Background: an optimization exercise with open tools, aiming at small area, a short achievable clock period and few clock cycles. Do not read the settings as production practice.
Where RTL was checked, it was by simulation tests only, not by an equivalence proof against the original.
The RTL of runs 4 to 8 was laid out without a check of its function.
Power figures rest on the tool's default switching activity, not on a simulated workload.

==> design/flow/run.sh <==
#!/bin/bash
# synth_recipe.tcl (not shown) runs the flow's synth.tcl, then flattens the netlist and writes it again
# the make line also repeats each setting of config.mk as NAME=value (left out here)
make -C /OpenROAD-flow-scripts/flow DESIGN_CONFIG=/design/flow/config.mk WORK_HOME=/design/flow/orfs CLKGATE_MAP_FILE= SYNTH_SCRIPT=/design/flow/synth_recipe.tcl finish
==> design/flow/config.mk <==
export PLATFORM = sky130hd
export DESIGN_NAME = frame_reader
export DESIGN_NICKNAME = frame_reader
export VERILOG_FILES = /design/flow/design.v
export SDC_FILE = /design/flow/constraint.sdc
export NUM_CORES = 4
export LEC_CHECK = 0
export CAP_MARGIN = 20
export CORE_MARGIN = 2
export CORE_UTILIZATION = 50
export CTS_CLUSTER_DIAMETER = 80
export CTS_CLUSTER_SIZE = 24
export PLACE_DENSITY = 0.65
export SETUP_SLACK_MARGIN = 3.8
export SLEW_MARGIN = 20
export TNS_END_PERCENT = 20
==> design/flow/constraint.sdc <==
create_clock -name core_clock -period 6.0 [get_ports {clk}]
set_input_delay 1.2000 -clock core_clock [delete_from_list [all_inputs] [get_ports {clk}]]
set_output_delay 1.2000 -clock core_clock [all_outputs]
set_load 0.01 [all_outputs]
==> design/flow/design.v <==
module frame_reader (
    input  wire       clk,
    input  wire       rst,
    input  wire       in_valid,
    output wire       in_ready,
    input  wire [7:0] in_data,
    output wire       out_valid,
    input  wire       out_ready,
    output wire [7:0] out_data,
    output wire       out_last,
    output wire       out_discard
);
    localparam [7:0] MAGIC0      = 8'h55;
    localparam [7:0] MAGIC1      = 8'hAA;
    localparam [7:0] MAX_PAYLOAD = 8'd57;
    localparam [2:0] S_IDLE = 3'd0,    
                     S_M1   = 3'd1,    
                     S_ID   = 3'd2,    
                     S_LS   = 3'd3,    
                     S_LEN  = 3'd4,    
                     S_BODY = 3'd5;    
    reg        in_rdy_r;
    assign in_ready = in_rdy_r;
    wire       bv = in_valid && in_rdy_r;
    wire [7:0] b  = in_data;
    reg  [7:0] ring [0:63];
    reg  [6:0] wptr;                   
    reg  [6:0] rptr;                   
    reg  [2:0] st;
    reg  [5:0] rem;                    
    reg [15:0] crc;                    
    reg        dec_v;                  
    reg        dec_bad;                
    reg  [5:0] dec_ld;                 
    reg  [5:0] dec_la;                 
    wire store = bv && (st == S_ID || st == S_LS || st == S_LEN || st == S_BODY);
    reg [15:0] crc_next;
    integer    i;
    always @* begin
        crc_next = ((st == S_LEN) ? 16'h0000 : crc) ^ {8'h00, b};
        for (i = 0; i < 8; i = i + 1) begin
            if (crc_next[0])
                crc_next = (crc_next >> 1) ^ 16'h8408;
            else
                crc_next = crc_next >> 1;
        end
    end
    always @(posedge clk) begin
        if (store)
            ring[wptr[5:0]] <= b;
    end
    reg  [6:0] q_ent [0:3];
    reg  [2:0] q_wp, q_rp;             
    wire       push      = dec_v;
    wire       push_disc = dec_bad || (crc != 16'h0000);
    wire [5:0] push_last = push_disc ? dec_ld : dec_la;
    always @(posedge clk) begin
        if (rst) begin
            st    <= S_IDLE;
            wptr  <= 7'd0;
            dec_v <= 1'b0;
        end else begin
            dec_v  <= 1'b0;
            if (push && !push_disc)
                wptr <= wptr - 7'd2;           
            else if (store)
                wptr <= wptr + 7'd1;
            if (bv) begin
                case (st)
                    S_IDLE: if (b == MAGIC0) st <= S_M1;
                    S_M1:   if (b == MAGIC1) st <= S_ID;
                            else if (b != MAGIC0) st <= S_IDLE;
                    S_ID:   st <= S_LS;
                    S_LS:   st <= S_LEN;
                    S_LEN: begin
                        rem <= b[5:0];
                        crc <= crc_next;
                        if (b > MAX_PAYLOAD) begin
                            st      <= S_IDLE;
                            dec_v   <= 1'b1;
                        end else begin
                            st <= S_BODY;
                        end
                    end
                    S_BODY: begin
                        rem <= rem - 6'd1;
                        crc <= crc_next;
                        if (rem == 6'h3F) begin
                            st      <= S_IDLE;
                            dec_v   <= 1'b1;
                        end
                    end
                    default: st <= S_IDLE;
                endcase
            end
        end
    end
    always @(posedge clk) begin
        dec_bad <= (st == S_LEN);         
        dec_ld  <= wptr[5:0];
        dec_la  <= wptr[5:0] - 6'd2;
        if (push)
            q_ent[q_wp[1:0]] <= {push_disc, push_last};
        if (rst)
            q_wp <= 3'd0;
        else if (push)
            q_wp <= q_wp + 3'd1;
    end
    reg        ov;
    reg  [7:0] od;
    reg        ol;
    reg        odisc;
    reg  [7:0] h_od;
    reg        h_ol;
    reg        h_odisc;
    reg        cur_v;
    reg        cur_disc;
    reg  [5:0] cur_last;
    reg  [1:0] pre;                    
    reg  [7:0] rsel_hi;
    reg  [7:0] rsel_lo;
    assign out_valid   = ov;
    assign out_data    = od;
    assign out_last    = ol;
    assign out_discard = odisc;
    wire       have   = (q_wp != q_rp);
    wire [6:0] head   = q_ent[q_rp[1:0]];
    wire       in_pre = cur_disc && !pre[1];
    wire       b_last = !in_pre && (rptr[5:0] == cur_last);
    wire       adv    = !ov || out_ready;
    wire       load   = !cur_v || b_last;    
    reg  [7:0] rdata;
    reg  [7:0] grp;
    integer    g, k;
    always @* begin
        rdata = 8'h00;
        for (g = 0; g < 8; g = g + 1) begin
            grp = 8'h00;
            for (k = 0; k < 8; k = k + 1)
                grp = grp | (ring[8 * g + k] & {8{rsel_lo[k]}});
            rdata = rdata | (grp & {8{rsel_hi[g]}});
        end
    end
    wire [7:0] nd = in_pre ? (pre[0] ? MAGIC1 : MAGIC0) : rdata;
    always @(posedge clk) begin
        od    <= adv ? nd : ~h_od;
        ol    <= adv ? b_last : ~h_ol;
        odisc <= adv ? cur_disc : ~h_odisc;
        if (adv) begin
            h_od    <= ~nd;
            h_ol    <= ~b_last;
            h_odisc <= ~cur_disc;
            if (load) begin
                cur_disc <= head[6];
                cur_last <= head[5:0];
            end
        end
        if (rst) begin
            ov      <= 1'b0;
            cur_v   <= 1'b0;
            pre     <= 2'd0;
            rptr    <= 7'd0;
            rsel_hi <= 8'h01;
            rsel_lo <= 8'h01;
            q_rp    <= 3'd0;
        end else if (adv) begin
            ov <= cur_v;
            if (load) begin
                cur_v <= have;
                if (have)
                    q_rp <= q_rp + 3'd1;
            end
            if (cur_v) begin
                if (in_pre) begin
                    pre <= pre + 2'd1;
                end else begin
                    rptr    <= rptr + 7'd1;
                    rsel_lo <= {rsel_lo[6:0], rsel_lo[7]};
                    if (rsel_lo[7])
                        rsel_hi <= {rsel_hi[6:0], rsel_hi[7]};
                end
                if (b_last)
                    pre <= 2'd0;
            end
        end
    end
    wire [6:0] occ  = wptr - rptr;
    wire [2:0] qcnt = q_wp - q_rp;
    always @(posedge clk) begin
        if (rst)
            in_rdy_r <= 1'b1;
        else
            in_rdy_r <= (occ <= 7'd62) && (qcnt <= 3'd3);
    end
endmodule
==> results of run 1 <==
-- layer usage --
| metal | track usage (%) | up-vias | share of wire, % |
|---|---|---|---|
| li1 | - | 6230 | - |
| met1 | 35.7 | 7281 | 41 |
| met2 | 39.7 | 806 | 47 |
| met3 | 4.46 | 124 | 8.9 |
| met4 | 6.60 | 0 | 2.9 |
| met5 | 0 | - | 0 |
-- registers in the layout (all words and copies together), names as in the netlist, 7 cells and up --
name     cells
rsel_lo      8
ring       512
q_ent       28
rptr         7
rsel_hi      8
od           8
crc         16
wptr         7
h_od         8
-- final timing paths --
path,end,slack (ps),cells after the start
setup / recovery,out_data[4],3680,1
setup reg to reg,in_rdy_r,3770,8
hold reg to reg,ol,430,1
hold / removal,ol,430,1
-- layout by cell type (no fill, tap or decap), types with 12 or more instances in the layout --
master / n
buf_4: 41
xnor2_1: 32
buf_6: 14
dfxtp_1: 48
o21ai_0: 15
clkbuf_1: 12
a22oi_2: 13
edfxtp_1: 579
dfxtp_2: 12
nand4_1: 42
nand2_1: 66
xor2_1: 24
nor2_4: 67
ha_1: 22
clkbuf_16: 37
a21oi_1: 36
nand3_1: 13
a41oi_1: 19
inv_1: 31
mux2i_1: 13
a22oi_1: 244
nor2_1: 30
-- power by group through the flow --
stage / clock network, W / registers [W] / logic [W]
after floorplan: 0 / 0.00516 / 0.000516
after global placement: 0 / 0.00521 / 0.000886
after global routing: 0.00277 / 0.00509 / 0.00112
after detailed placement: 0 / 0.00521 / 0.000897
after CTS: 0.00262 / 0.00511 / 0.000934
final: 0.00258 / 0.00507 / 0.00106
-- cell families (layout without fill, tap and decap cells) --
family	after synthesis	after routing	share of synthesized area (%)
buffers and inverters	119	173	1.95
and+or+nand+nor	292	293	5.68
DFF	646	646	75.9
xor gates and xnor gates	59	59	2.13
adders and majority gates	24	24	1.28
AOI/OAI and AO/OA	381	381	11.5
muxes	29	29	1.57
-- metrics by stage --
stage	std cells	cell area, µm²
after floorplan	1550	25000
after global placement	2170	25800
after detailed placement	2170	25800
after CTS	2238	27500
after global routing	2269	28000
final	2269	28000
-- layout make-up --
type / count / area, µm² / share of cell area (%)
clock buffers: 51 / 998 / 3.56
clock inverters: 5 / 56.3 / 0.201
inverters: 33 / 138 / 0.491
multi-input cells: 786 / 6380 / 22.8
flip-flops and latches: 646 / 18800 / 67.0
well taps: 664 / 831 / 2.97
repair buffers: 83 / 827 / 2.95
repair inverters: 1 / 6.26 / 0.0223
-- timing repair --
item	in CTS	in global routing
resized for setup	156	85
cloned	2	0
setup buffers	10	31
pin swaps	8	20
endpoints found under the setup margin	631	457
==> flow_summary.toml, run 1 <==
[cts]
hold_buffers = 0
clk_path_buf_depth = 3
insertion_delay_ps = 580
clk_pin_slew_ps = 90
numCtsBuffers = 34
cts.htree.levels = 2
clk_root_buffer_cell = "clkbuf_16"
cts_sinks = 646
cts_tree = "yes"

[timing]
skew_ps = 20.8
final.setup.tns_ps = 0
whs_ps = 425
fin_crit_ps = 2320
rsz0062_at_grt = "true"
worstMarginPinSlew_ps = 961
period_share_pct = 38.7
report.final.slew_viol_count = 0
setup_violations = 0
slew-limit-headroom_pct = 35.9
fmax_mhz = 430
fin_ws_ps = 3680
hold_viol = 0

[worst_setup_path]
slowest_stage = "dfxtp_1"
cp.arrival_ps = 1120
r2r_start = "rptr[0]"
crit_chain = "clkdlybuf4s15_1"
cp-start-kind = "register"
crit_type = "register to output port"
worst-endpoint-required_ps = 4800
critPathCaptureType = "output port"
slowest_delay_ps = 320
startpoint = "od[4]"
critPathTopFamily = "flip-flops"
crit_buf_inv = 1
path_max_fanout = 1

[placement]
post-dp-hpwl_um = 38700
globalplace.congestion = 0.920
pre_cts_ws_ps = 1950
port_buffers = 23

[floorplanning]
rows = 81
dieArea_mm2 = 0.0511
die_width_um = 226
ios = 24
initial_core_util_pct = 50.5
die_h_um = 226
core_region_area_mm2 = 0.0488

[synthesis]
ys_ff_latch = 646
ys.flop_type = "edfxtp_1"
synth_most_common_cell = "edfxtp_1"
yosysUniqueCellTypes = 61
yosysWarnings = 1
synth.cells.most_frequent = "579 x edfxtp_1, 257 x a22oi_1, 99 x nor2_1"
syn_area_per_cell_um2 = 15.9
netlist.area_leader.share_pct = 70.5
synth_fp_nets = 1586
syn_area_mm2 = 0.0247
synth_edf_count = 579
synth_seq_area_share_pct = 75.9
synthCells = 1550
synth_area_leaders = "edfxtp_1 70%, a22oi_1 7.8%, dfxtp_1 5.4%, nor2_1 1.5%, xnor2_1 1.2%"
async_reset_ff_share_pct = 0
synth.largest_area_cell = "edfxtp_1"

[global_routing]
grt_antenna_before_repair = 0
grt_pass1_wl_um = 92100
grt_pass1_vias = 13700
grt_overflow = 0
grt_max_degree = 71
grt_usage_pct = 24.9

[drt]
drt_drc_violations_left = 0
firstDrtPassIters = 8
wirelength_um = 64400
ant_nets = 0
drtIter0Drc = 2164
viasPerCell = 6.36
wl_per_cell_um = 28.4
dr_total_vias = 14400

[power]
power_switching_w = 0.00212
power.total_w = 0.00871
pwr-share-clk_pct = 29.6
peakVddDrop_v = 0.000196
cellLeakagePower_nw = 8.42
p_per_area_mw_per_mm2 = 311
seq_power_share_pct = 58.3
p_comb_share_pct = 12.1
p_int_w = 0.00659
switching_share_pct = 24.4

[final_layout]
diodes = 0
fin_util_pct = 57.3
syn_to_final_growth_pct = 13.6
fillers = 3820
layout-drive-gt1-share_pct = 18.8
nNetsFinal = 1621

[status]
run_status = "no timing/DRC/antenna violations"

[run]
drv_cap = 0

[worst_hold_path]
hp-class = "register to register"
hold_path_startpoint = "h_ol"
Testbench counts, summed over its fixed seeds: cycles 32,718.
==> run 2: changes to the inputs <==
--- a/design/flow/config.mk
+++ b/design/flow/config.mk
@@ -6,5 +6,5 @@
 export NUM_CORES = 4
 export LEC_CHECK = 0
-export CAP_MARGIN = 20
+export CAP_MARGIN = 5
 export CORE_MARGIN = 2
 export CORE_UTILIZATION = 50
@@ -13,4 +13,4 @@
 export PLACE_DENSITY = 0.65
 export SETUP_SLACK_MARGIN = 3.8
-export SLEW_MARGIN = 20
-export TNS_END_PERCENT = 20
+export SLEW_MARGIN = 5
+export TNS_END_PERCENT = 100
==> flow_summary.toml, run 2 <==
[cts]
clk_root_buffer_cell = "clkbuf_16"
clk_path_buf_depth = 3
insertion_delay_ps = 580
numCtsBuffers = 34
cts.htree.levels = 2
clk_pin_slew_ps = 90
cts_tree = "yes"
cts_sinks = 646

[floorplanning]
ios = 24
initial_core_util_pct = 50.5
rows = 81
core_region_area_mm2 = 0.0488
die_h_um = 226
die_width_um = 226
dieArea_mm2 = 0.0511

[run]
drv_cap = 0

[final_layout]
nNetsFinal = 1642
diodes = 0
instances_no_fill = 2292
layout-drive-gt1-share_pct = 19.3
fin_util_pct = 57.8
layout_commonest_cell = "edfxtp_1"
largest_reg_flops = 512
syn_to_final_growth_pct = 14.5
layout_common_cells = "579 x edfxtp_1, 250 x a22oi_1, 67 x nand2_1, 67 x nor2_4, 55 x buf_4"

[drt]
drt_drc_violations_left = 0
ant_nets = 0
drtIter0Drc = 2073
wirelength_um = 66100
viasPerCell = 6.40
wl_per_cell_um = 28.8
dr_total_vias = 14700
firstDrtPassIters = 9

[synthesis]
netlist.area_leader.share_pct = 70.5
synth-simple-area-share_pct = 5.68
synth-xor-area-share_pct = 2.13
synth_most_common_cell = "edfxtp_1"
async_reset_ff_share_pct = 0
synthCells = 1550
synth_top_family_by_area = "compound AO/OA/AOI/OAI gates"
synth_fp_nets = 1586
synth_fa_ha_area_share_pct = 1.28
synth.largest_area_cell = "edfxtp_1"
synth_seq_area_share_pct = 75.9
synth_area_leaders = "edfxtp_1 70%, a22oi_1 7.8%, dfxtp_1 5.4%, nor2_1 1.5%, xnor2_1 1.2%"
ys.flop_type = "edfxtp_1"
synth_mux_area_share_pct = 1.57
yosysWarnings = 1
synth.cells.most_frequent = "579 x edfxtp_1, 257 x a22oi_1, 99 x nor2_1"
synth_edf_count = 579
synth_compound_gate_area_share_pct = 11.5
syn_area_mm2 = 0.0247
syn_area_per_cell_um2 = 15.9
ys_ff_latch = 646
yosysUniqueCellTypes = 61

[worst_setup_path]
slowest_delay_ps = 360
critPathCaptureType = "output port"
r2r_start = "rsel_lo[3]"
critPathTopFamily = "flip-flops"
slowest_stage = "dfxtp_4"
crit_buf_inv = 1
reg2reg_depth = 6
cp.arrival_ps = 1040
startpoint = "in_rdy_r"
path_max_fanout = 2
cp-start-kind = "register"
crit_chain = "buf_6"
cp.depth = 1
crit_type = "register to output port"
worst-endpoint-required_ps = 4800

[placement]
placed_cells = 2181
post-dp-hpwl_um = 38700
port_buffers = 23
globalplace.congestion = 0.927
pre_cts_ws_ps = 2200

[timing]
period_share_pct = 37.3
fin_ws_ps = 3760
slew-limit-headroom_pct = 39.1
fmax_mhz = 446
setup_violations = 0
whs_ps = 423
hold_viol = 0
skew_ps = 23.9
worstMarginPinSlew_ps = 914
final.setup.tns_ps = 0
fin_crit_ps = 2240
report.final.slew_viol_count = 0
rsz0062_at_grt = "true"

[status]
run_status = "no timing/DRC/antenna violations"

[worst_hold_path]
hold_path_startpoint = "h_od[3]"
whs_path_depth = 1
hp-class = "register to register"

[power]
cellLeakagePower_nw = 8.50
p_per_area_mw_per_mm2 = 311
peakVddDrop_v = 0.000234

[global_routing]
grt_pass1_wl_um = 94800
grt_usage_pct = 25.9
grt_overflow = 0
grt_pass1_vias = 14000
grt_antenna_before_repair = 0
grt_max_degree = 71
## run 2: cell types whose count changed in the layout (fill, tap and decap cells not counted), sizes merged
cell / previous run / this run
clkdlybuf4s15: 5 / 0
clkinv: 1 / 4
dlymetal6s2s: 1 / 0
clkbuf: 54 / 53
clkdlybuf4s50: 0 / 1
buf: 74 / 100
## run 2: power breakdown
part | leakage [nW] | switching, W | total, W | internal, W
registers | 5.77 | 0.0000686 | 0.00508 | 0.00501
clock network | 0.523 | 0.00138 | 0.00260 | 0.00122
logic | 2.20 | 0.000677 | 0.00110 | 0.000421
## run 2: cells by family after synthesis
logic type	Yosys count
simple gates	292
mux	29
compound gates	381
fa+ha+maj	24
flops	646
xor+xnor	59
buf+inv	119
## run 2: metal layers
| metal | wire, µm | vias up | track usage [%] |
|---|---|---|---|
| li1 | - | 6283 | - |
| met1 | 26800 | 7334 | 37.0 |
| met2 | 30400 | 890 | 40.2 |
| met3 | 6310 | 155 | 4.49 |
| met4 | 2690 | 0 | 9.89 |
| met5 | 0 | - | 0 |
## run 2: final cells by class
| type | instances | area [µm²] |
|---|---|---|
| Inverter | 33 | 131 |
| Fill cell | 3845 | 20600 |
| Timing Repair inverter | 1 | 6.26 |
| Clock inverter | 8 | 80.1 |
| Sequential cell | 646 | 18800 |
| Multi-Input combinational cell | 786 | 6350 |
| Clock buffer | 50 | 996 |
| Timing Repair Buffer | 104 | 1070 |
| Tap cell | 664 | 831 |
## run 2: final timing paths
check	end	slack (ps)
worst max register to register	od[4]	3800
worst min-delay path	od[3]	420
worst max-delay path	in_ready	3760
worst min register to register	od[3]	420
## run 2: stage by stage
step	power (W)	instance area [µm²]
floorplan	0.00568	25100
global placement	0.00611	26000
detailed placement	0.00612	26000
CTS	0.00873	27900
global route	0.00902	28200
finish	0.00878	28200
## run 2: what timing repair did
action,CTS,global route
pin swaps,21,19
hold buffers,0,0
buffers inserted,22,29
endpoints found under the setup margin,621,336
resized for setup,181,34
gates cloned,2,0
==> run 3: changes to the inputs <==
--- a/design/flow/config.mk
+++ b/design/flow/config.mk
@@ -6,5 +6,5 @@
 export NUM_CORES = 4
 export LEC_CHECK = 0
-export CAP_MARGIN = 5
+export CAP_MARGIN = 10
 export CORE_MARGIN = 2
 export CORE_UTILIZATION = 50
@@ -13,4 +13,4 @@
 export PLACE_DENSITY = 0.65
 export SETUP_SLACK_MARGIN = 3.8
-export SLEW_MARGIN = 5
+export SLEW_MARGIN = 10
 export TNS_END_PERCENT = 100
==> flow_summary.toml, run 3 <==
[floorplanning]
ios = 24
die_h_um = 226
die_width_um = 226
rows = 81
core_region_area_mm2 = 0.0488
dieArea_mm2 = 0.0511
initial_core_util_pct = 50.5

[status]
run_status = "no timing/DRC/antenna violations"

[timing]
rsz0062_at_grt = "true"
fin_crit_ps = 2240
fmax_mhz = 446
hold_viol = 0
setup_violations = 0
worstMarginPinSlew_ps = 914
final.setup.tns_ps = 0
report.final.slew_viol_count = 0
skew_ps = 23.9
period_share_pct = 37.3
slew-limit-headroom_pct = 39.1
whs_ps = 423

[worst_setup_path]
r2r_start = "rsel_lo[3]"
cp.arrival_ps = 1040
slowest_stage = "dfxtp_4"
crit_type = "register to output port"
path_max_fanout = 2
rrSetupSlack_ps = 3800
cp-start-kind = "register"
critPathCaptureType = "output port"
slowest_delay_ps = 360
crit_chain = "buf_6"
r2r_end = "od[4]"
reg2reg_depth = 6
crit_buf_inv = 1
critPathTopFamily = "flip-flops"
worst-endpoint-required_ps = 4800

[synthesis]
synth_mux_area_share_pct = 1.57
syn_area_per_cell_um2 = 15.9
synth-xor-area-share_pct = 2.13
synth_most_common_cell = "edfxtp_1"
netlist.area_leader.share_pct = 70.5
synth_compound_gate_area_share_pct = 11.5
ys_ff_latch = 646
yosysUniqueCellTypes = 61
synth_edf_count = 579
syn_area_mm2 = 0.0247
synth.largest_area_cell = "edfxtp_1"
yosysWarnings = 1
synthCells = 1550
synth_seq_area_share_pct = 75.9
async_reset_ff_share_pct = 0
synth_fp_nets = 1586
synth_top_family_by_area = "compound AO/OA/AOI/OAI gates"
synth-simple-area-share_pct = 5.68
synth_area_leaders = "edfxtp_1 70%, a22oi_1 7.8%, dfxtp_1 5.4%, nor2_1 1.5%, xnor2_1 1.2%"
synth_fa_ha_area_share_pct = 1.28
synth.cells.most_frequent = "579 x edfxtp_1, 257 x a22oi_1, 99 x nor2_1"
ys.flop_type = "edfxtp_1"

[final_layout]
nNetsFinal = 1642
fillers = 3845
largest_reg_flops = 512
syn_to_final_growth_pct = 14.5
layout_common_cells = "579 x edfxtp_1, 250 x a22oi_1, 67 x nand2_1, 67 x nor2_4, 55 x buf_4"
layout_commonest_cell = "edfxtp_1"
regArea_mm2 = 0.0188
diodes = 0
multi_input_area_mm2 = 0.00635
layout-drive-gt1-share_pct = 19.3

[global_routing]
grt_max_degree = 71
grt_pass1_wl_um = 94800
grt_usage_pct = 25.9
grt_overflow = 0
gr-usage-met1_pct = 37.0
use_met3_pct = 4.49
use_met2_pct = 40.2
grt_busiest_layer = "met2"
grt_pass1_vias = 14000
grt_antenna_before_repair = 0

[power]
cellLeakagePower_nw = 8.50
p_per_area_mw_per_mm2 = 311
peakVddDrop_v = 0.000234

[drt]
drtIter0Drc = 2073
firstDrtPassIters = 9
drt_drc_violations_left = 0
dr_total_vias = 14700
wl_per_cell_um = 28.8
ant_nets = 0
wirelength_um = 66100
viasPerCell = 6.40

[cts]
clk_path_buf_depth = 3
insertion_delay_ps = 580
cts.htree.levels = 2
clk_root_buffer_cell = "clkbuf_16"
cts_sinks = 646
numCtsBuffers = 34
cts_tree = "yes"
clk_pin_slew_ps = 90

[run]
drv_cap = 0

[placement]
post-dp-hpwl_um = 38700
globalplace.congestion = 0.927
port_buffers = 23

[worst_hold_path]
hold-path-endpoint = "od[3]"
hold_path_startpoint = "h_od[3]"
hp-class = "register to register"
whs_path_depth = 1
==> run 3: repair_timing <==
action | 4_1_cts | 5_1_grt
hold endpoints to repair | 0 | 0
resized for setup | 181 | 34
setup endpoints to repair | 621 | 336
hold buffers | 0 | 0
cloned | 2 | 0
pin swaps | 21 | 19
setup buffers | 22 | 29
==> run 3: cell type report <==
class / count / area share (%)
clock buffer: 50 / 3.53
clock inverter: 8 / 0.284
inverter: 33 / 0.465
multi-input combinational: 786 / 22.5
sequential: 646 / 66.5
tap: 664 / 2.94
timing repair buffer: 104 / 3.79
timing repair inverter: 1 / 0.0222
==> run 3: kinds of logic after synthesis <==
logic type                 Yosys count
AOI/OAI and AO/OA                  381
muxes                               29
adders and majority gates           24
and+or+nand+nor                    292
xor gates and xnor gates            59
buffers and inverters              119
DFF                                646
==> run 3: per-layer routing <==
metal	up-vias	share of wire, %
li1	6283	-
met1	7334	40
met4	0	4.1
met3	155	9.5
met5	-	0
met2	890	46
==> run 3: worst max-delay path by stage <==
stage / start / to / slack, ps / cells after the start
4_1_cts: in_rdy_r / in_ready / 3690 / 1
5_1_grt: in_rdy_r / in_ready / 3730 / 1
2_1_floorplan: in_valid / ring[24][0] / 3400 / 5
3_3_place_gp: in_valid / ring[39][0] / 2230 / 5
3_5_place_dp: in_valid / ring[39][0] / 2200 / 5
6_report: in_rdy_r / in_ready / 3760 / 1
==> run 3: power breakdown <==
group | switching (W) | total, W | internal [W]
clock network | 0.00138 | 0.00260 | 0.00122
logic | 0.000677 | 0.00110 | 0.000421
registers | 0.0000686 | 0.00508 | 0.00501
total | 0.00213 | 0.00878 | 0.00665
==> run 3: through the flow <==
step           std cells  util [%]  total power [W]  worst slack, ps  cell area, µm²
6_report            2292      57.8          0.00878             3760           28200
4_1_cts             2263      57.0          0.00873             3690           27900
2_1_floorplan       1550         -          0.00568             3400           25100
5_1_grt             2292      57.8          0.00902             3730           28200
3_5_place_dp        2181      53.1          0.00612             2200           26000
3_3_place_gp        2181      53.1          0.00611             2230           26000
==> run 4: changes to the inputs <==
--- a/design/flow/design.v
+++ b/design/flow/design.v
@@ -32,6 +32,4 @@
     reg        dec_v;                  
     reg        dec_bad;                
-    reg  [5:0] dec_ld;                 
-    reg  [5:0] dec_la;                 
     wire store = bv && (st == S_ID || st == S_LS || st == S_LEN || st == S_BODY);
     reg [15:0] crc_next;
@@ -54,5 +52,5 @@
     wire       push      = dec_v;
     wire       push_disc = dec_bad || (crc != 16'h0000);
-    wire [5:0] push_last = push_disc ? dec_ld : dec_la;
+    wire [5:0] push_last = wptr[5:0] - 6'd1;   
     always @(posedge clk) begin
         if (rst) begin
@@ -98,6 +96,4 @@
     always @(posedge clk) begin
         dec_bad <= (st == S_LEN);         
-        dec_ld  <= wptr[5:0];
-        dec_la  <= wptr[5:0] - 6'd2;
         if (push)
             q_ent[q_wp[1:0]] <= {push_disc, push_last};
@@ -153,5 +149,5 @@
             if (load) begin
                 cur_disc <= head[6];
-                cur_last <= head[5:0];
+                cur_last <= head[6] ? head[5:0] : head[5:0] - 6'd2;
             end
         end
--- a/design/flow/config.mk
+++ b/design/flow/config.mk
@@ -6,5 +6,5 @@
 export NUM_CORES = 4
 export LEC_CHECK = 0
-export CAP_MARGIN = 10
+export CAP_MARGIN = 20
 export CORE_MARGIN = 2
 export CORE_UTILIZATION = 50
@@ -13,4 +13,4 @@
 export PLACE_DENSITY = 0.65
 export SETUP_SLACK_MARGIN = 3.8
-export SLEW_MARGIN = 10
+export SLEW_MARGIN = 20
 export TNS_END_PERCENT = 100
==> flow_summary.toml, run 4 <==
[status]
run_status = "no timing/DRC/antenna violations"

[final_layout]
layout_commonest_cell = "edfxtp_1"
syn_to_final_growth_pct = 14.6
diodes = 0
layout-drive-gt1-share_pct = 18.9
final_area_mm2 = 0.0282
largest_reg_flops = 512
nNetsFinal = 1635
layout_common_cells = "579 x edfxtp_1, 247 x a22oi_1, 67 x nand2_1, 59 x nor2_4, 40 x nand4_1"

[worst_setup_path]
r2r_start = "rsel_lo[2]"
cp.arrival_ps = 1090
crit_buf_inv = 1
critPathTopFamily = "flip-flops"
slowest_stage = "dfxtp_4"
worst-endpoint-required_ps = 4800
reg2reg_depth = 6
cp-start-kind = "register"
cp.depth = 1
worst_setup_path_endpoint = "in_ready"
startpoint = "in_rdy_r"
critPathCaptureType = "output port"
r2r_end = "od[7]"
crit_chain = "buf_6"
rrSetupSlack_ps = 3780
path_max_fanout = 2
crit_type = "register to output port"
slowest_delay_ps = 360

[synthesis]
netlist.area_leader.share_pct = 70.7
synthCells = 1558
syn_area_mm2 = 0.0246
ys.flop_type = "edfxtp_1"
synth_area_leaders = "edfxtp_1 71%, a22oi_1 7.8%, dfxtp_1 4.7%, nor2_1 1.5%, xnor2_1 1.2%"
async_reset_ff_share_pct = 0
synth_edf_count = 579
synth.cells.most_frequent = "579 x edfxtp_1, 256 x a22oi_1, 97 x nor2_1"
synth.largest_area_cell = "edfxtp_1"
syn_area_per_cell_um2 = 15.8
synth_fp_nets = 1596
yosysUniqueCellTypes = 65
ys_ff_latch = 637
synth_most_common_cell = "edfxtp_1"
yosysWarnings = 1
synth_seq_area_share_pct = 75.4

[timing]
setup_violations = 0
whs_ps = 427
rsz0062_at_grt = "true"
period_share_pct = 38.2
hold_viol = 0
skew_ps = 27.3
fin_crit_ps = 2290
report.final.slew_viol_count = 0
slew-limit-headroom_pct = 43.2
final.setup.tns_ps = 0
fmax_mhz = 437
worstMarginPinSlew_ps = 853

[drt]
firstDrtPassIters = 7
wl_per_cell_um = 27.8
drt_drc_violations_left = 0
drtIter0Drc = 1774
wirelength_um = 63500
viasPerCell = 6.29
dr_total_vias = 14400
ant_nets = 0

[cts]
cts_tree = "yes"
cts.htree.levels = 1
clk_root_buffer_cell = "clkbuf_16"
clk_pin_slew_ps = 90
insertion_delay_ps = 650
cts_sinks = 637
numCtsBuffers = 31
hold_buffers = 0
clk_path_buf_depth = 3

[run]
drv_cap = 0

[power]
cellLeakagePower_nw = 8.53
power.total_w = 0.00807
peakVddDrop_v = 0.000286
p_per_area_mw_per_mm2 = 286

[global_routing]
grt_overflow = 0
grt_pass1_wl_um = 93600
grt_usage_pct = 25.1
grt_antenna_before_repair = 0
grt_pass1_vias = 14200
grt_max_degree = 70

[floorplanning]
core_region_area_mm2 = 0.0487
die_width_um = 226
initial_core_util_pct = 50.5
rows = 81
dieArea_mm2 = 0.0510
ios = 24
die_h_um = 226

[placement]
port_buffers = 23
post-dp-hpwl_um = 37200
globalplace.congestion = 0.870
place_area_mm2 = 0.0260

[worst_hold_path]
whs_path_depth = 1
hp-class = "register to register"
run 4: cell count changes after synthesis, sizes merged, moves of 3 or more:
| cell | previous run | this run |
|---|---|---|
| xor2 | 25 | 29 |
| inv | 33 | 36 |
| clkbuf | 34 | 44 |
| dfxtp | 67 | 58 |
| o21a | 7 | 1 |
| a2111oi | 5 | 2 |
| a41oi | 28 | 31 |
| buf | 52 | 45 |
| and2 | 4 | 7 |
run 4: cell type report:
cell class | count | area, µm²
Tap cell | 664 | 831
Timing Repair Buffer | 93 | 1200
Inverter | 36 | 151
Clock buffer | 53 | 911
Sequential cell | 637 | 18600
Multi-Input combinational cell | 797 | 6430
Timing Repair inverter | 1 | 6.26
Clock inverter | 5 | 53.8
Fill cell | 3760 | 20600
run 4: what timing repair did:
item,4_1_cts,5_1_grt
pin swaps,32,24
setup buffers,41,5
resized for setup,141,54
setup endpoints to repair,603,563
gates cloned,4,1
run 4: cell families (layout without fill, tap and decap cells):
logic type	count (synthesis)	count (layout)	synth area share, %
compound gates	380	380	11.4
flops	637	637	75.4
buf+inv	125	188	1.99
fa+ha+maj	26	26	1.38
mux	27	27	1.49
simple gates	299	300	6.00
xor+xnor	64	64	2.31
run 4: worst min path at each step:
stage               slack [ps]     from    end
floorplan                  400  h_od[0]  od[0]
global placement           420     h_ol     ol
detailed placement         420     h_ol     ol
CTS                        430  h_od[3]  od[3]
global route               450  h_od[7]  od[7]
finish                     430     h_ol     ol
run 4: per-layer routing:
layer  GRT usage, %  wire length, µm  vias to the layer above
met4           6.86             2070                        0
met1           35.9            26200                     7301
met5              0                0                        -
met2           40.0            29800                      701
li1               -                -                     6282
met3           4.28             5460                      105
run 4: metrics by stage:
step | utilization (%) | setup WS, ps | cells
after floorplan | - | 3400 | 1558
after global placement | 53.3 | 2060 | 2177
after detailed placement | 53.3 | 1870 | 2177
after CTS | 57.1 | 3680 | 2280
after global routing | 57.8 | 3680 | 2286
final | 57.8 | 3710 | 2286
run 4: power breakdown:
part           switching (W)  internal (W)
Combinational       0.000456      0.000258
Sequential         0.0000373       0.00490
Clock                0.00136       0.00105
Total                0.00186       0.00622
==> run 5: changes to the inputs <==
--- a/design/flow/config.mk
+++ b/design/flow/config.mk
@@ -9,6 +9,6 @@
 export CORE_MARGIN = 2
 export CORE_UTILIZATION = 50
-export CTS_CLUSTER_DIAMETER = 80
-export CTS_CLUSTER_SIZE = 24
+export CTS_CLUSTER_DIAMETER = 70
+export CTS_CLUSTER_SIZE = 20
 export PLACE_DENSITY = 0.65
 export SETUP_SLACK_MARGIN = 3.8
==> flow_summary.toml, run 5 <==
[worst_setup_path]
crit_chain = "buf_6"
worst_setup_path_endpoint = "in_ready"
crit_type = "register to output port"
r2r_start = "rsel_lo[4]"
path_max_fanout = 2
worst-endpoint-required_ps = 4800
slowest_delay_ps = 350
slowest_stage = "dfxtp_4"
crit_buf_inv = 1
cp-start-kind = "register"
startpoint = "in_rdy_r"
reg2reg_depth = 6
rrSetupSlack_ps = 3800
r2r_end = "od[5]"
critPathTopFamily = "flip-flops"
critPathCaptureType = "output port"
cp.arrival_ps = 1040
cp.depth = 1

[synthesis]
ys_ff_latch = 637
synth.largest_area_cell = "edfxtp_1"
synthCells = 1558
ys.flop_type = "edfxtp_1"
async_reset_ff_share_pct = 0
yosysUniqueCellTypes = 65
synth_area_leaders = "edfxtp_1 71%, a22oi_1 7.8%, dfxtp_1 4.7%, nor2_1 1.5%, xnor2_1 1.2%"
netlist.area_leader.share_pct = 70.7
synth_seq_area_share_pct = 75.4
synth_edf_count = 579
synth_most_common_cell = "edfxtp_1"
synth.cells.most_frequent = "579 x edfxtp_1, 256 x a22oi_1, 97 x nor2_1"
yosysWarnings = 1
synth_fp_nets = 1596
syn_area_per_cell_um2 = 15.8
syn_area_mm2 = 0.0246

[global_routing]
grt_pass1_wl_um = 93200
grt_usage_pct = 25.2
grt_pass1_vias = 14200
grt_overflow = 0
grt_antenna_before_repair = 1
grt_max_degree = 70

[cts]
insertion_delay_ps = 600
clk_path_buf_depth = 3
clk_pin_slew_ps = 80
numCtsBuffers = 40
clk_root_buffer_cell = "clkbuf_16"
cts_tree = "yes"
hold_buffers = 0
cts_sinks = 637
cts.htree.levels = 2

[final_layout]
largest_reg_flops = 512
layout-drive-gt1-share_pct = 19.3
layout_commonest_cell = "edfxtp_1"
syn_to_final_growth_pct = 15.4
diodes = 0
nNetsFinal = 1636
layout_common_cells = "579 x edfxtp_1, 246 x a22oi_1, 66 x nand2_1, 60 x nor2_4, 43 x clkbuf_16"

[drt]
drt_drc_violations_left = 0
viasPerCell = 6.29
drtIter0Drc = 1717
ant_nets = 0
firstDrtPassIters = 5
dr_total_vias = 14400
wirelength_um = 63100
wl_per_cell_um = 27.6

[floorplanning]
initial_core_util_pct = 50.5
rows = 81
ios = 24
die_h_um = 226
dieArea_mm2 = 0.0510
die_width_um = 226
core_region_area_mm2 = 0.0487

[timing]
fmax_mhz = 447
fin_crit_ps = 2240
worstMarginPinSlew_ps = 1010
final.setup.tns_ps = 0
hold_viol = 0
period_share_pct = 37.3
setup_violations = 0
rsz0062_at_grt = "true"
skew_ps = 27.8
report.final.slew_viol_count = 0
slew-limit-headroom_pct = 32.1

[placement]
globalplace.congestion = 0.870
post-dp-hpwl_um = 37200
port_buffers = 23

[power]
p_per_area_mw_per_mm2 = 300
peakVddDrop_v = 0.000203
cellLeakagePower_nw = 8.61
power.total_w = 0.00851

[worst_hold_path]
hp-class = "register to register"

[status]
run_status = "no timing/DRC/antenna violations"

[run]
drv_cap = 0
-- run 5: what timing repair did --
item                                    in CTS  in global routing
cloned                                       3                  0
endpoints found under the setup margin     635                508
resized for setup                          144                 54
pin swaps                                   26                 22
setup buffers                               33                  7
-- run 5: layout make-up --
| type | instances | area, µm² |
|---|---|---|
| Fill cell | 3684 | 20400 |
| Timing Repair Buffer | 86 | 1120 |
| Multi-Input combinational cell | 796 | 6400 |
| Sequential cell | 637 | 18600 |
| Clock inverter | 10 | 114 |
| Inverter | 36 | 151 |
| Timing Repair inverter | 1 | 6.26 |
| Tap cell | 664 | 831 |
| Clock buffer | 59 | 1160 |
-- run 5: cells by family after synthesis --
kind of cell	share of synthesized area (%)
fa+ha+maj	1.38
buf+inv	1.99
flops	75.4
mux	1.49
simple gates	6.00
xor+xnor	2.31
compound gates	11.4
-- run 5: how the worst min path moves through the flow --
stage / cells after the start / to / slack [ps] / startpoint
2_1_floorplan: 1 / od[0] / 400 / h_od[0]
3_5_place_dp: 1 / ol / 420 / h_ol
4_1_cts: 1 / od[3] / 430 / h_od[3]
3_3_place_gp: 1 / ol / 420 / h_ol
5_1_grt: 1 / od[7] / 450 / h_od[7]
6_report: 1 / ol / 420 / h_ol
-- run 5: where the power goes --
group | switching, W | total [W] | internal (W) | leakage, nW
Clock | 0.00147 | 0.00287 | 0.00141 | 0.602
Combinational | 0.000445 | 0.000700 | 0.000255 | 2.23
Sequential | 0.0000375 | 0.00494 | 0.00490 | 5.78
Total | 0.00195 | 0.00851 | 0.00656 | 8.61
-- run 5: layer usage --
metal	up-vias	GRT usage [%]	routed length [µm]
li1	6278	-	-
met3	117	4.70	5500
met4	0	8.63	2340
met5	-	0	0
met2	697	39.2	29000
met1	7308	35.8	26200
-- run 5: through the flow --
step	cells	area (µm²)	setup WS, ps	util, %	hold slack (ps)
finish	2289	28400	3760	58.2	423
global route	2289	28400	3730	58.2	452
CTS	2282	28100	3730	57.6	427
detailed placement	2177	26000	1870	53.3	419
global placement	2177	26000	2060	53.3	416
floorplan	1558	25200	3400	-	404
==> run 6: changes to the inputs <==
--- a/design/flow/design.v
+++ b/design/flow/design.v
@@ -32,4 +32,6 @@
     reg        dec_v;                  
     reg        dec_bad;                
+    reg  [5:0] dec_ld;                 
+    reg  [5:0] dec_la;                 
     wire store = bv && (st == S_ID || st == S_LS || st == S_LEN || st == S_BODY);
     reg [15:0] crc_next;
@@ -52,5 +54,5 @@
     wire       push      = dec_v;
     wire       push_disc = dec_bad || (crc != 16'h0000);
-    wire [5:0] push_last = wptr[5:0] - 6'd1;   
+    wire [5:0] push_last = push_disc ? dec_ld : dec_la;
     always @(posedge clk) begin
         if (rst) begin
@@ -96,4 +98,6 @@
     always @(posedge clk) begin
         dec_bad <= (st == S_LEN);         
+        dec_ld  <= wptr[5:0];
+        dec_la  <= wptr[5:0] - 6'd2;
         if (push)
             q_ent[q_wp[1:0]] <= {push_disc, push_last};
@@ -114,6 +118,6 @@
     reg  [5:0] cur_last;
     reg  [1:0] pre;                    
-    reg  [7:0] rsel_hi;
-    reg  [7:0] rsel_lo;
+    reg  [3:0] rsel_hi;
+    reg  [15:0] rsel_lo;
     assign out_valid   = ov;
     assign out_data    = od;
@@ -131,8 +135,8 @@
     always @* begin
         rdata = 8'h00;
-        for (g = 0; g < 8; g = g + 1) begin
+        for (g = 0; g < 4; g = g + 1) begin
             grp = 8'h00;
-            for (k = 0; k < 8; k = k + 1)
-                grp = grp | (ring[8 * g + k] & {8{rsel_lo[k]}});
+            for (k = 0; k < 16; k = k + 1)
+                grp = grp | (ring[16 * g + k] & {8{rsel_lo[k]}});
             rdata = rdata | (grp & {8{rsel_hi[g]}});
         end
@@ -149,5 +153,5 @@
             if (load) begin
                 cur_disc <= head[6];
-                cur_last <= head[6] ? head[5:0] : head[5:0] - 6'd2;
+                cur_last <= head[5:0];
             end
         end
@@ -157,6 +161,6 @@
             pre     <= 2'd0;
             rptr    <= 7'd0;
-            rsel_hi <= 8'h01;
-            rsel_lo <= 8'h01;
+            rsel_hi <= 4'h1;
+            rsel_lo <= 16'h0001;
             q_rp    <= 3'd0;
         end else if (adv) begin
@@ -172,7 +176,7 @@
                 end else begin
                     rptr    <= rptr + 7'd1;
-                    rsel_lo <= {rsel_lo[6:0], rsel_lo[7]};
-                    if (rsel_lo[7])
-                        rsel_hi <= {rsel_hi[6:0], rsel_hi[7]};
+                    rsel_lo <= {rsel_lo[14:0], rsel_lo[15]};
+                    if (rsel_lo[15])
+                        rsel_hi <= {rsel_hi[2:0], rsel_hi[3]};
                 end
                 if (b_last)
--- a/design/flow/config.mk
+++ b/design/flow/config.mk
@@ -8,8 +8,8 @@
 export CAP_MARGIN = 20
 export CORE_MARGIN = 2
-export CORE_UTILIZATION = 50
-export CTS_CLUSTER_DIAMETER = 70
-export CTS_CLUSTER_SIZE = 20
-export PLACE_DENSITY = 0.65
+export CORE_UTILIZATION = 40
+export CTS_CLUSTER_DIAMETER = 80
+export CTS_CLUSTER_SIZE = 24
+export PLACE_DENSITY = 0.6
 export SETUP_SLACK_MARGIN = 3.8
 export SLEW_MARGIN = 20
==> flow_summary.toml, run 6 <==
[timing]
final.setup.tns_ps = 0
setup_violations = 0
hold_viol = 0
skew_ps = 24.8
rsz0062_at_grt = "true"
fin_crit_ps = 2490
report.final.slew_viol_count = 0
worstMarginPinSlew_ps = 1060
period_share_pct = 41.4
slew-limit-headroom_pct = 29.2
fmax_mhz = 402

[status]
run_status = "no timing/DRC/antenna violations"

[synthesis]
async_reset_ff_share_pct = 0
synth_area_leaders = "edfxtp_1 70%, dfxtp_1 5.8%, a221oi_1 4.6%, a22o_1 4.6%, xnor2_1 1.6%"
synthCells = 1514
yosysUniqueCellTypes = 58
synth_fp_nets = 1550
synth.cells.most_frequent = "579 x edfxtp_1, 130 x a221oi_1, 130 x a22o_1"
synth_most_common_cell = "edfxtp_1"
syn_area_mm2 = 0.0247
yosysWarnings = 1
synth_edf_count = 579
synth.largest_area_cell = "edfxtp_1"
syn_area_per_cell_um2 = 16.3
ys.flop_type = "edfxtp_1"
netlist.area_leader.share_pct = 70.4
ys_ff_latch = 650
synth_seq_area_share_pct = 76.1

[global_routing]
grt_pass1_wl_um = 97700
grt_overflow = 0
grt_pass1_vias = 13900
grt_max_degree = 69
grt_antenna_before_repair = 1
grt_usage_pct = 21.1

[worst_hold_path]
whs_path_depth = 1
hold_path_startpoint = "h_od[6]"
hp-class = "register to register"
hold-path-endpoint = "od[6]"

[worst_setup_path]
worst-endpoint-required_ps = 6470
r2r_end = "od[1]"
cp-start-kind = "register"
reg2reg_depth = 7
rrSetupSlack_ps = 3510
path_max_fanout = 16
critPathCaptureType = "register"
crit_type = "register to register"
cp.arrival_ps = 2950
r2r_start = "rsel_lo[13]"
startpoint = "rsel_lo[13]"

[drt]
viasPerCell = 6.04
wirelength_um = 68400
drt_drc_violations_left = 0
drtIter0Drc = 1511
ant_nets = 0
firstDrtPassIters = 7
dr_total_vias = 14400
wl_per_cell_um = 28.6

[cts]
cts_tree = "yes"
clk_pin_slew_ps = 90
insertion_delay_ps = 580
cts.htree.levels = 2
clk_path_buf_depth = 3
clk_root_buffer_cell = "clkbuf_16"
cts_sinks = 650
numCtsBuffers = 35

[final_layout]
largest_reg_flops = 512
multi_input_area_mm2 = 0.00681
nNetsFinal = 1613
layout-drive-gt1-share_pct = 24.1
fillers = 5106
syn_to_final_growth_pct = 17.9
layout_commonest_cell = "edfxtp_1"
diodes = 0
instances_no_fill = 2388
layout_common_cells = "579 x edfxtp_1, 123 x a22o_1, 75 x nand2_1, 67 x a221oi_1, 66 x nor2_4"
regArea_mm2 = 0.0189

[placement]
globalplace.congestion = 0.842
placed_cells = 2264
port_buffers = 23
post-dp-hpwl_um = 41700

[floorplanning]
initial_core_util_pct = 40.3
ios = 24
dieArea_mm2 = 0.0638
die_h_um = 253
rows = 91
core_region_area_mm2 = 0.0614
die_width_um = 253

[power]
peakVddDrop_v = 0.000160
p_per_area_mw_per_mm2 = 290
power.total_w = 0.00844
cellLeakagePower_nw = 9.13

[run]
drv_cap = 0
[run 6: worst max path at each step]
stage | slack (ps) | end | cells past startpoint
floorplan | 3530 | crc[0] | 3
global placement | 2480 | ring[46][0] | 4
detailed placement | 2390 | ring[41][2] | 4
CTS | 3540 | od[1] | 7
global route | 3580 | od[1] | 7
finish | 3510 | od[1] | 7
[run 6: timing repair]
item | CTS | global route
setup endpoints to repair | 657 | 208
pin swaps | 51 | 23
resized for setup | 270 | 40
endpoints found under the hold margin | 0 | 0
buffers inserted | 41 | 19
hold buffers | 0 | 0
gates cloned | 3 | 3
[run 6: power by group]
part / internal (W) / switching [W] / total (W)
Combinational: 0.000296 / 0.000438 / 0.000733
Sequential: 0.00500 / 0.0000493 / 0.00505
Clock: 0.00121 / 0.00145 / 0.00266
Total: 0.00651 / 0.00193 / 0.00844
[run 6: cell type report]
class                      count  area share [%]
timing repair inverter         1          0.0215
multi-input combinational    749            23.4
clock inverter                 9           0.378
sequential                   650            64.8
tap                          790            3.39
clock buffer                  49            3.33
timing repair buffer         116            4.40
inverter                      24           0.344
[run 6: cell families after synthesis]
family                   synth area share, %
AO/OA/AOI/OAI                           11.3
XOR/XNOR                                2.38
adder cells (fa/ha/maj)                 1.28
buffers and inverters                   2.04
flip-flops                              76.1
multiplexers                            1.43
AND/OR/NAND/NOR                         5.44
[run 6: through the flow]
step           hold slack [ps]  utilization [%]  setup WS (ps)  area, µm²
2_1_floorplan              352                -           3530      25200
3_3_place_gp               431             42.6           2480      26100
3_5_place_dp               425             42.6           2390      26100
4_1_cts                    436             46.7           3540      28700
5_1_grt                    446             47.5           3580      29100
6_report                   432             47.5           3510      29100
[run 6: worst max-delay path, cell delays in order (launching register included)]
cell and delay, ps:
dfxtp_4 380, buf_8 170, a22o_4 250, a221oi_4 250, nand4_1 250, a222oi_1 710, a31o_2 290, mux2i_2 70
[run 6: routing by layer]
metal / global-route usage [%] / share of wire, %
met1: 28.5 / 40
met2: 34.3 / 48
met3: 4.12 / 8.6
met4: 7.34 / 3.7
met5: 0 / 0.013
==> run 7: changes to the inputs <==
--- a/design/flow/config.mk
+++ b/design/flow/config.mk
@@ -12,5 +12,5 @@
 export CTS_CLUSTER_SIZE = 24
 export PLACE_DENSITY = 0.6
-export SETUP_SLACK_MARGIN = 3.8
+export SETUP_SLACK_MARGIN = 3.95
 export SLEW_MARGIN = 20
 export TNS_END_PERCENT = 100
==> flow_summary.toml, run 7 <==
[floorplanning]
core_region_area_mm2 = 0.0614
dieArea_mm2 = 0.0638
die_width_um = 253
rows = 91
initial_core_util_pct = 40.3
ios = 24
die_h_um = 253

[timing]
slew-limit-headroom_pct = 40.0
fmax_mhz = 393
rsz0062_at_grt = "true"
whs_ps = 436
final.setup.tns_ps = 0
setup_violations = 0
report.final.slew_viol_count = 0
period_share_pct = 42.4
worstMarginPinSlew_ps = 900
skew_ps = 20.0
hold_viol = 0
fin_crit_ps = 2540

[cts]
cts_sinks = 650
cts_tree = "yes"
clk_root_buffer_cell = "clkbuf_16"
insertion_delay_ps = 590
clk_pin_slew_ps = 90
hold_buffers = 0
cts.htree.levels = 2
numCtsBuffers = 34
clk_path_buf_depth = 3

[drt]
viasPerCell = 6.06
wirelength_um = 72000
firstDrtPassIters = 6
wl_per_cell_um = 29.5
drt_drc_violations_left = 0
ant_nets = 0
dr_total_vias = 14800
drtIter0Drc = 1904

[synthesis]
synthCells = 1514
synth_most_common_cell = "edfxtp_1"
ys_ff_latch = 650
synth.cells.most_frequent = "579 x edfxtp_1, 130 x a221oi_1, 130 x a22o_1"
syn_area_per_cell_um2 = 16.3
yosysUniqueCellTypes = 58
synth_edf_count = 579
synth_fp_nets = 1550
synth_area_leaders = "edfxtp_1 70%, dfxtp_1 5.8%, a221oi_1 4.6%, a22o_1 4.6%, xnor2_1 1.6%"
netlist.area_leader.share_pct = 70.4
ys.flop_type = "edfxtp_1"
async_reset_ff_share_pct = 0
synth.largest_area_cell = "edfxtp_1"
synth_seq_area_share_pct = 76.1
syn_area_mm2 = 0.0247
yosysWarnings = 1

[worst_setup_path]
crit_type = "register to register"
cp-start-kind = "register"
slowest_delay_ps = 730
slowest_stage = "a222oi_1"
critPathCaptureType = "register"
crit_chain = "buf_12, a22o_1, a221oi_2, nand4_1, a222oi_1, a22o_1, mux2i_1"
crit_top_cell = "a22o_1"
worst-endpoint-required_ps = 6470
cp.arrival_ps = 3020
path_max_fanout = 16

[placement]
port_buffers = 23
post-dp-hpwl_um = 41500
globalplace.congestion = 0.867

[worst_hold_path]
hp-class = "register to register"

[power]
cellLeakagePower_nw = 9.54
p_per_area_mw_per_mm2 = 280
peakVddDrop_v = 0.000161

[final_layout]
layout_common_cells = "579 x edfxtp_1, 123 x a22o_1, 87 x buf_4, 71 x nand2_1, 65 x nor2_4"
largest_reg_flops = 512
layout_commonest_cell = "edfxtp_1"
nNetsFinal = 1662
layout-drive-gt1-share_pct = 28.2
syn_to_final_growth_pct = 20.7

[run]
drv_cap = 0

[global_routing]
grt_max_degree = 72
grt_antenna_before_repair = 1
grt_pass1_vias = 14100
grt_usage_pct = 21.7
grt_overflow = 0
grt_pass1_wl_um = 100000

[status]
run_status = "no timing/DRC/antenna violations"
==> run 7: path summary, 6_finish.rpt <==
path                     from    end  slack [ps]  cells after the start
setup / recovery  rsel_lo[12]  od[6]        3460                      7
hold reg to reg       h_od[1]  od[1]         440                      1
setup reg to reg  rsel_lo[12]  od[6]        3460                      7
hold / removal        h_od[1]  od[1]         440                      1
==> run 7: power by group <==
| group | leakage [nW] | total (W) | switching [W] | internal (W) |
|---|---|---|---|---|
| Clock | 0.499 | 0.00259 | 0.00143 | 0.00116 |
| Combinational | 3.17 | 0.000728 | 0.000434 | 0.000294 |
| Sequential | 5.87 | 0.00505 | 0.0000495 | 0.00500 |
==> run 7: logic make-up after synthesis <==
group,after synthesis,synth area share [%]
multiplexers,26,1.43
XOR/XNOR,65,2.38
buffers and inverters,116,2.04
adder cells (fa/ha/maj),24,1.28
AND/OR/NAND/NOR,289,5.44
AO/OA/AOI/OAI,344,11.3
flip-flops,650,76.1
==> run 7: timing repair <==
action                     in CTS  in global routing
buffers inserted               58                 39
gates resized for setup       256                 70
pin swaps                      59                 42
setup endpoints to repair     769                393
gates cloned                    8                  5
==> run 7: critical path: cells and delay by family (launching register included) <==
| kind | cells | cell delay [ps] |
|---|---|---|
| mux | 1 | 100 |
| buf+inv | 1 | 150 |
| simple gates | 1 | 270 |
| compound gates | 4 | 1520 |
| flops | 1 | 370 |
==> run 7: metal layers <==
layer  GRT usage (%)  vias up  part of all wire, %
met3            3.84      122                  8.9
met4            6.66        0                  3.6
met5               0        -                    0
met1            29.9     7588                   40
li1                -     6277                    -
met2            35.1      786                   48
==> run 7: final cells by class <==
type	count	area, µm²
Timing Repair inverter	1	6.26
Inverter	24	103
Sequential cell	650	18900
Clock buffer	51	978
Tap cell	790	988
Antenna cell	1	2.50
Timing Repair Buffer	165	1880
Fill cell	5061	31500
Clock inverter	5	58.8
Multi-Input combinational cell	750	6920
==> run 7: per-stage QoR <==
step / utilization (%) / area [µm²] / worst slack (ps) / cells / total power [W]
2_1_floorplan: - / 25500 / 3530 / 1514 / 0.00547
3_3_place_gp: 43.1 / 26400 / 2480 / 2270 / 0.00575
3_5_place_dp: 43.1 / 26400 / 2450 / 2270 / 0.00576
6_report: 48.6 / 29800 / 3460 / 2437 / 0.00837
5_1_grt: 48.6 / 29800 / 3550 / 2436 / 0.00858
4_1_cts: 47.4 / 29100 / 3600 / 2392 / 0.00835
==> run 8: changes to the inputs <==
--- a/design/flow/design.v
+++ b/design/flow/design.v
@@ -24,7 +24,8 @@
     wire       bv = in_valid && in_rdy_r;
     wire [7:0] b  = in_data;
-    reg  [7:0] ring [0:63];
-    reg  [6:0] wptr;                   
-    reg  [6:0] rptr;                   
+    reg  [7:0] ring [0:61];
+    reg  [5:0] wptr;                   
+    reg  [5:0] rptr;                   
+    reg  [5:0] occ;                    
     reg  [2:0] st;
     reg  [5:0] rem;                    
@@ -34,4 +35,5 @@
     reg  [5:0] dec_ld;                 
     reg  [5:0] dec_la;                 
+    wire [5:0] wm2 = (wptr < 6'd2) ? wptr + 6'd60 : wptr - 6'd2;
     wire store = bv && (st == S_ID || st == S_LS || st == S_LEN || st == S_BODY);
     reg [15:0] crc_next;
@@ -48,5 +50,5 @@
     always @(posedge clk) begin
         if (store)
-            ring[wptr[5:0]] <= b;
+            ring[wptr] <= b;
     end
     reg  [6:0] q_ent [0:3];
@@ -58,12 +60,12 @@
         if (rst) begin
             st    <= S_IDLE;
-            wptr  <= 7'd0;
+            wptr  <= 6'd0;
             dec_v <= 1'b0;
         end else begin
             dec_v  <= 1'b0;
             if (push && !push_disc)
-                wptr <= wptr - 7'd2;           
+                wptr <= wm2;                   
             else if (store)
-                wptr <= wptr + 7'd1;
+                wptr <= (wptr == 6'd61) ? 6'd0 : wptr + 6'd1;
             if (bv) begin
                 case (st)
@@ -98,6 +100,6 @@
     always @(posedge clk) begin
         dec_bad <= (st == S_LEN);         
-        dec_ld  <= wptr[5:0];
-        dec_la  <= wptr[5:0] - 6'd2;
+        dec_ld  <= wptr;
+        dec_la  <= wm2;
         if (push)
             q_ent[q_wp[1:0]] <= {push_disc, push_last};
@@ -118,6 +120,6 @@
     reg  [5:0] cur_last;
     reg  [1:0] pre;                    
-    reg  [3:0] rsel_hi;
-    reg  [15:0] rsel_lo;
+    reg  [7:0] rsel_hi;
+    reg  [7:0] rsel_lo;
     assign out_valid   = ov;
     assign out_data    = od;
@@ -127,5 +129,5 @@
     wire [6:0] head   = q_ent[q_rp[1:0]];
     wire       in_pre = cur_disc && !pre[1];
-    wire       b_last = !in_pre && (rptr[5:0] == cur_last);
+    wire       b_last = !in_pre && (rptr == cur_last);
     wire       adv    = !ov || out_ready;
     wire       load   = !cur_v || b_last;    
@@ -135,8 +137,9 @@
     always @* begin
         rdata = 8'h00;
-        for (g = 0; g < 4; g = g + 1) begin
+        for (g = 0; g < 8; g = g + 1) begin
             grp = 8'h00;
-            for (k = 0; k < 16; k = k + 1)
-                grp = grp | (ring[16 * g + k] & {8{rsel_lo[k]}});
+            for (k = 0; k < 8; k = k + 1)
+                if (8 * g + k < 62)
+                    grp = grp | (ring[8 * g + k] & {8{rsel_lo[k]}});
             rdata = rdata | (grp & {8{rsel_hi[g]}});
         end
@@ -160,7 +163,7 @@
             cur_v   <= 1'b0;
             pre     <= 2'd0;
-            rptr    <= 7'd0;
-            rsel_hi <= 4'h1;
-            rsel_lo <= 16'h0001;
+            rptr    <= 6'd0;
+            rsel_hi <= 8'h01;
+            rsel_lo <= 8'h01;
             q_rp    <= 3'd0;
         end else if (adv) begin
@@ -175,8 +178,14 @@
                     pre <= pre + 2'd1;
                 end else begin
-                    rptr    <= rptr + 7'd1;
-                    rsel_lo <= {rsel_lo[14:0], rsel_lo[15]};
-                    if (rsel_lo[15])
-                        rsel_hi <= {rsel_hi[2:0], rsel_hi[3]};
+                    if (rptr == 6'd61) begin
+                        rptr    <= 6'd0;
+                        rsel_lo <= 8'h01;
+                        rsel_hi <= 8'h01;
+                    end else begin
+                        rptr    <= rptr + 6'd1;
+                        rsel_lo <= {rsel_lo[6:0], rsel_lo[7]};
+                        if (rsel_lo[7])
+                            rsel_hi <= {rsel_hi[6:0], rsel_hi[7]};
+                    end
                 end
                 if (b_last)
@@ -185,11 +194,14 @@
         end
     end
-    wire [6:0] occ  = wptr - rptr;
+    wire       rd   = adv && cur_v && !in_pre;   
     wire [2:0] qcnt = q_wp - q_rp;
     always @(posedge clk) begin
-        if (rst)
+        if (rst) begin
+            occ      <= 6'd0;
             in_rdy_r <= 1'b1;
-        else
-            in_rdy_r <= (occ <= 7'd62) && (qcnt <= 3'd3);
+        end else begin
+            occ      <= occ + {5'd0, store} - {5'd0, rd} - ((push && !push_disc) ? 6'd2 : 6'd0);
+            in_rdy_r <= (occ <= 6'd60) && (qcnt <= 3'd3);
+        end
     end
 endmodule
==> design/flow/config.mk (replaced) <==
export PLATFORM = sky130hd
export DESIGN_NAME = frame_reader
export DESIGN_NICKNAME = frame_reader
export VERILOG_FILES = /design/flow/design.v
export SDC_FILE = /design/flow/constraint.sdc
export NUM_CORES = 4
export LEC_CHECK = 0
export CAP_MARGIN = 20
export CORE_MARGIN = 2
export CORE_UTILIZATION = 50
export CTS_CLUSTER_DIAMETER = 70
export CTS_CLUSTER_SIZE = 20
export PLACE_DENSITY = 0.65
export SETUP_SLACK_MARGIN = 3.8
export SLEW_MARGIN = 20
export TNS_END_PERCENT = 100
==> flow_summary.toml, run 8 <==
[final_layout]
layout_commonest_cell = "edfxtp_1"
largest_reg_flops = 496
syn_to_final_growth_pct = 19.6
nNetsFinal = 1640
layout-drive-gt1-share_pct = 28.4
fin_util_pct = 60.8
layout_common_cells = "563 x edfxtp_1, 169 x a22oi_1, 89 x a22oi_2, 63 x nor2_4, 56 x dfxtp_1"
final_area_mm2 = 0.0292

[worst_setup_path]
critPathCaptureType = "register"
path_max_fanout = 2
r2r_start = "crc[4]"
crit_type = "register to register"
worst-endpoint-required_ps = 6450
cp.arrival_ps = 3360
startpoint = "crc[4]"
cp-start-kind = "register"

[placement]
port_buffers = 23
place_area_mm2 = 0.0257
post-dp-hpwl_um = 34000
globalplace.congestion = 0.792

[floorplanning]
rows = 80
die_width_um = 225
die_h_um = 225
core_region_area_mm2 = 0.0479
dieArea_mm2 = 0.0506
ios = 24
initial_core_util_pct = 50.9

[cts]
numCtsBuffers = 39
insertion_delay_ps = 580
hold_buffers = 0
clk_path_buf_depth = 3
cts.htree.levels = 2
clk_root_buffer_cell = "clkbuf_16"
clk_pin_slew_ps = 90
cts_tree = "yes"
cts_sinks = 634

[drt]
wirelength_um = 63800
dr_total_vias = 14200
viasPerCell = 6.38
firstDrtPassIters = 6
drt_drc_violations_left = 0
drtIter0Drc = 1774
ant_nets = 0
wl_per_cell_um = 28.6

[synthesis]
ys.flop_type = "edfxtp_1"
syn_area_per_cell_um2 = 16.1
synth.largest_area_cell = "edfxtp_1"
synthCells = 1511
async_reset_ff_share_pct = 0
synth.cells.most_frequent = "563 x edfxtp_1, 252 x a22oi_1, 105 x nor2_1"
ys_ff_latch = 634
synth_most_common_cell = "edfxtp_1"
yosysWarnings = 1
synth_area_leaders = "edfxtp_1 69%, a22oi_1 7.8%, dfxtp_1 5.8%, nor2_1 1.6%, a41oi_1 1.5%"
synth_seq_area_share_pct = 75.1
yosysUniqueCellTypes = 65
synth_fp_nets = 1555
netlist.area_leader.share_pct = 69.3
syn_area_mm2 = 0.0244
synth_edf_count = 563

[global_routing]
grt_antenna_before_repair = 3
grt_pass1_vias = 13900
grt_usage_pct = 25.2
grt_pass1_wl_um = 92100
grt_max_degree = 68
grt_overflow = 0

[power]
peakVddDrop_v = 0.000175
cellLeakagePower_nw = 8.77
p_per_area_mw_per_mm2 = 313

[timing]
worstMarginPinSlew_ps = 685
setup_violations = 0
rsz0062_at_grt = "true"
period_share_pct = 48.5
whs_ps = 414
report.final.slew_viol_count = 0
fin_crit_ps = 2910
fmax_mhz = 344
final.setup.tns_ps = 0
skew_ps = 21.0
slew-limit-headroom_pct = 54.2
hold_viol = 0

[worst_hold_path]
hold_path_startpoint = "h_ol"
hp-class = "register to register"

[run]
drv_cap = 0

[status]
run_status = "no timing/DRC/antenna violations"
==> run 8: timing repair <==
action / 4_1_cts / 5_1_grt
setup buffers: 49 / 25
resized for setup: 210 / 88
endpoints found under the setup margin: 589 / 227
pin swaps: 39 / 45
cloned: 10 / 2
==> run 8: per-stage QoR <==
stage	setup slack, ps	total power (W)	std cells
after floorplan	2620	0.00580	1511
after global placement	1530	0.00614	2083
after detailed placement	1480	0.00616	2083
after CTS	3100	0.00908	2199
after global routing	2960	0.00945	2227
final	3090	0.00914	2228
==> run 8: cell type report <==
class	instances	area, µm²
multi-input combinational	756	7040
inverter	36	168
fill	3388	18800
tap	615	769
timing repair inverter	1	6.26
antenna	1	2.50
sequential	634	18400
clock inverter	7	76.3
clock buffer	50	1080
timing repair buffer	128	1660
==> run 8: cells by family after synthesis <==
family | after synthesis | share of synthesized area [%]
compound gates | 386 | 12.2
xor+xnor | 57 | 2.05
fa+ha+maj | 32 | 1.73
buf+inv | 121 | 2.33
flops | 634 | 75.1
mux | 26 | 1.46
simple gates | 255 | 5.10
==> run 8: path summary, 6_finish.rpt <==
path,end,slack [ps],cells after the start
worst min-delay path,ol,410,1
worst max register to register,occ[5],3090,11
worst max-delay path,occ[5],3090,11
worst min register to register,ol,410,1
==> run 8: power by group <==
part | internal [W] | switching (W) | leakage [nW]
logic | 0.000601 | 0.000744 | 2.53
clock network | 0.00132 | 0.00141 | 0.561
registers | 0.00495 | 0.000116 | 5.68
total | 0.00687 | 0.00226 | 8.77
==> run 8: per-layer routing <==
metal | routed length (µm) | global-route usage, % | vias to the layer above | part of all wire [%]
met5 | 13 | 0 | - | 0.020
met2 | 30300 | 40.2 | 623 | 48
met4 | 1850 | 7.71 | 2 | 2.9
met3 | 5580 | 6.27 | 100 | 8.7
li1 | - | - | 6198 | -
met1 | 26000 | 34.4 | 7298 | 41
==> run 8: critical path, stage by stage (launching register included) <==
cell      delay, ps
edfxtp_1        440
nor4_2          320
and4_4          280
and3_4          220
inv_6            40
fa_2            450
ha_4            190
fa_2            380
a21o_1          170
a21oi_2         120
xnor2_1         120
nor2_1           50

-- separate check: timing with driven ports --
Ports are ideal in the flow. The routed layouts listed here were re-timed in OpenROAD. Step 1 sets driving cells, clkbuf_16 on the clock port and buf_2 on the other inputs (assumed; they add their load-dependent delay and slew). Step 2 moves the port delays by t, midway between the first and last clock arrival at a register: inputs arrive t later, outputs are due t later. That takes back most of the time a late clock gives input paths. a / b / c = ideal ports / drivers / drivers and shift; a / b = the first two.
run | t, ns | setup WS [ns] | clock arrival spread, ns | worst register clock-pin slew, ns
run 1 | 0.629 | 3.677 / 3.614 / 3.189 | 0.022 / 0.023 | 0.10 / 0.10
run 2 | 0.621 | 3.760 / 3.704 / 3.210 | 0.027 / 0.028 | 0.10 / 0.10
run 3 | 0.621 | 3.760 / 3.704 / 3.210 | 0.027 / 0.028 | 0.10 / 0.10
run 4 | 0.687 | 3.711 / 3.651 / 3.172 | 0.035 / 0.036 | 0.10 / 0.10
run 5 | 0.639 | 3.764 / 3.704 / 3.253 | 0.030 / 0.031 | 0.09 / 0.09
run 6 | 0.629 | 3.513 / 3.513 / 3.265 | 0.027 / 0.027 | 0.10 / 0.10
run 7 | 0.639 | 3.455 / 3.455 / 3.310 | 0.025 / 0.025 | 0.10 / 0.10
run 8 | 0.631 | 3.093 / 3.093 / 2.518 | 0.025 / 0.025 | 0.09 / 0.09
After both steps setup and hold are still met in every run listed. The setup slack of run 8, which loses most, moves by 0.000 ns with the drivers and by -0.575 ns with both steps.
